Context: an optimization exercise on an open-source flow, tuned for small area, a short achievable clock period and few clock cycles. The choices shown serve that exercise and are no tape-out recipe. Only simulation tests tie the RTL to the original design; equivalence was not proved. No activity file was given, so power comes from the tool's default toggle rates.

## dab_fv
module dab_fv (
    input  wire        clk,
    input  wire        rst,           
    input  wire        req_valid,
    output wire        req_ready,
    input  wire [31:0] req_cw,
    input  wire [63:0] req_opa,
    input  wire [63:0] req_opb,
    output reg         rsp_valid,
    output reg  [3:0]  rsp_status,
    output reg  [63:0] rsp_res
);
    localparam ST_OK         = 4'd0;
    localparam ST_OVERFLOW   = 4'd1;
    localparam ST_UNDERFLOW  = 4'd2;
    localparam ST_RANGE      = 4'd3;
    localparam ST_LENMISM    = 4'd4;
    localparam ST_ILL_CMD    = 4'd8;
    localparam ST_ILL_OPND   = 4'd9;
    localparam ST_ILL_STATE  = 4'd10;
    localparam C_RDSR = 0, C_WR = 1, C_RD = 2, C_PEEK = 3, C_REM = 4, C_BRST = 5,
               C_SLICE = 6, C_CCOMP = 7, C_CVER = 8, C_FCFG = 9, C_FNEW = 10,
               C_LATCH = 11, C_COMMIT = 12, C_FIBRD = 13, C_MCFG = 14, C_MPARSE = 15;
    localparam K_LATCH = 2'd0;
    localparam K_COMP  = 2'd1;
    localparam K_VER   = 2'd2;
    localparam K_MSC   = 2'd3;
    function [15:0] crc_m;
        input [15:0] c;
        begin
            crc_m[0] = ^(c & 16'h859B);
            crc_m[1] = ^(c & 16'h0B36);
            crc_m[2] = ^(c & 16'h166C);
            crc_m[3] = ^(c & 16'h2CD8);
            crc_m[4] = ^(c & 16'h59B0);
  ...
==> flow/config.mk <==
export PLATFORM = sky130hd
export DESIGN_NAME = dab_fv
export DESIGN_NICKNAME = dab_fv
export VERILOG_FILES = /design/flow/design.v
export SDC_FILE = /design/flow/constraint.sdc
export NUM_CORES = 4
export LEC_CHECK = 0
export CAP_MARGIN = 30
export CELL_PAD_IN_SITES_DETAIL_PLACEMENT = 1
export CELL_PAD_IN_SITES_GLOBAL_PLACEMENT = 2
export CORE_MARGIN = 2
export CORE_UTILIZATION = 20
export CTS_CLUSTER_DIAMETER = 100
export CTS_CLUSTER_SIZE = 20
export PLACE_DENSITY = 0.45
export SLEW_MARGIN = 40
==> flow/constraint.sdc <==
create_clock -name core_clock -period 12.0 [get_ports {clk}]
set_input_delay 2.4000 -clock core_clock [delete_from_list [all_inputs] [get_ports {clk}]]
set_output_delay 2.4000 -clock core_clock [all_outputs]
set_load 0.01 [all_outputs]
standard.sh (not shown) runs the stock make flow with config.mk's settings and CLKGATE_MAP_FILE= SYNTH_SCRIPT=/design/flow/synth_recipe.tcl, a recipe that flattens the netlist after the stock synthesis.
==> flow/flow/run.sh <==
#!/bin/bash
set -euo pipefail
bash standard.sh SETUP_SLACK_MARGIN=8 finish > layout.log 2>&1
The starting point passed the timing, DRC and antenna checks.
Testbench counts at the start, summed over its fixed seeds: cycles 4,569.
Edit:
--- a/flow/design.v
+++ b/flow/design.v
@@ -157,22 +157,26 @@
     reg         q_phc, q_pcfgd;
     reg  [2:0]  q_mpad;          
     reg  [3:0]  q_mq;            
     genvar gk;
     wire [10:0] wr_end  = {1'b0, bbwr} + {4'd0, q_cw[6:0]};
     wire        e_cmd   = q_valid & (op_left == 4'd0);
     wire        wr_ok   = e_cmd & q_cmd[C_WR] & ~q_wbad & ~q_wovf;
     wire        bb_zero = rst_q | (e_cmd & q_cmd[C_BRST]);
-    wire [10:0] i_sum   = {1'b0, req_opa[9:0]} + {1'b0, req_opb[9:0]};
-    wire        i_rbad  = (|req_opa[63:10]) | (|req_opb[63:10]) |
-                          (bb_zero ? (i_sum != 11'd0) : wr_ok ? (i_sum > wr_end) : (i_sum > {1'b0, bbwr}));
-    wire [10:0] i_wend0 = {1'b0, bbwr} + {4'd0, iw[6:0]};
-    wire [10:0] i_wend1 = wr_end + {4'd0, iw[6:0]};
-    wire        i_wovf  = ~bb_zero & (wr_ok ? (i_wend1 > 11'd512) : (i_wend0 > 11'd512));
+    wire [10:0] nx_bbwr = bb_zero ? 11'd0 : wr_ok ? wr_end : {1'b0, bbwr};
+    wire [10:0] nx_free = 11'd512 - nx_bbwr;
+    wire [10:0] cs_a    = {1'b0, req_opa[9:0]};
+    wire [10:0] cs_b    = {1'b0, req_opb[9:0]};
+    wire [10:0] cs_c    = ~nx_bbwr;
+    wire [10:0] cs_s    = cs_a ^ cs_b ^ cs_c;
+    wire [11:0] cs_y    = {(cs_a & cs_b) | (cs_a & cs_c) | (cs_b & cs_c), 1'b0};
+    wire [12:0] cs_t    = {2'b00, cs_s} + {1'b0, cs_y};
+    wire        i_rbad  = (|req_opa[63:10]) | (|req_opb[63:10]) | (cs_t[12:11] != 2'b00);
+    wire        i_wovf  = {4'd0, iw[6:0]} > nx_free;
     wire [2:0]  i_sid   = iw[2:0];
     wire        i_fwd   = q_valid & q_cmd[C_MCFG] & (q_cw[7:3] == 5'd0) &
                           ~(q_cw[8] & (q_opa[2:0] != 3'd0)) & (q_cw[2:0] == i_sid);
     wire [9:0]  i_plen  = rst_q ? 10'd0 : i_fwd ? (q_opa_hi ? 10'd1023 : q_opa[9:0]) : sc_plen[i_sid];
     wire        i_phc   = ~rst_q & (i_fwd ? q_cw[8] : sc_hc[i_sid]);
     wire        i_pcfgd = ~rst_q & (i_fwd | sc_cfgd[i_sid]);
     wire [6:0]  i_mn    = i_plen[9:3] + 7'd2;                
     wire [2:0]  i_mpad  = 3'd0 - i_mn[2:0];
@@ -543,19 +547,19 @@
                 if (bg_go) sp_ptr <= {sp_endh[3:0], sp_ptr[5:0]};
             end
             sp_n    <= sp_n_n;
             bbwr    <= bbwr_n;
             bbrd    <= bbrd_n;
             bbrem   <= bbrem_n;
             fstate  <= fstate_n;
             op_left <= left_nx;
-            rdy     <= ~(take & ((i_cmd[C_LATCH] & (sp_n_n < 3'd3)) |
-                                 (i_cmd[C_MPARSE] & (mcfg_now | sc_long[iw[2:0]])) |
-                                 ((i_cmd[C_CCOMP] | i_cmd[C_CVER]) & (i_q > 5'd1))))
+            rdy     <= ~(take & (((icw[31:24] == 8'h32) & (sp_n_n < 3'd3)) |
+                                 ((icw[31:24] == 8'h39) & (mcfg_now | sc_long[iw[2:0]])) |
+                                 ((icw[31:25] == 7'h10) & (i_q > 5'd1))))
                        & (left_nx <= 4'd1);
         end
         if (rst) begin
             rdy     <= 1'b1;
             op_left <= 4'd0;
             f_v     <= 1'b0;
             f_fc    <= 1'b0;
         end
Effect:
- wire length came out lower slightly
- design area came out lower slightly
- die area came out lower slightly
- utilization hardly moves
- via count came out lower slightly
- setup slack improved by 360 ps
- count of clock-buffer cells in the layout came out lower by 14
- global-route usage barely changes
- sequential share of layout area came out higher by 0.21 points
- total power came out lower by a little under a tenth
Testbench counts after the change, summed over its fixed seeds: cycles 4,569.

[re-timing with driven ports]
In the flow no input, the clock included, has a driving cell. The finished layouts below were timed again as built, in two steps.
Step 1 sets driving cells, clkbuf_16 on the clock port and buf_2 on the other inputs (assumed; they add their load-dependent delay and slew).
Step 2 moves the port delays by t, midway between the first and last clock arrival at a register: inputs arrive t later, outputs are due t later. That takes back most of the time a late clock gives input paths.
Three values: no drivers, after step 1, after step 2; two values: the first two.
| run | t (ns) | slack for setup (ns) | worst data-port slew with drivers (ns) |
|---|---|---|---|
| the first run | 1.040 | 7.319 / 7.406 / 6.367 | 0.11 |
| the second run | 1.052 | 7.681 / 7.681 / 6.783 | 0.07 |
After both steps every run listed still meets setup and hold. The setup slack of the first run, which loses most, moves by +0.087 ns with the drivers and by -0.952 ns with both steps.
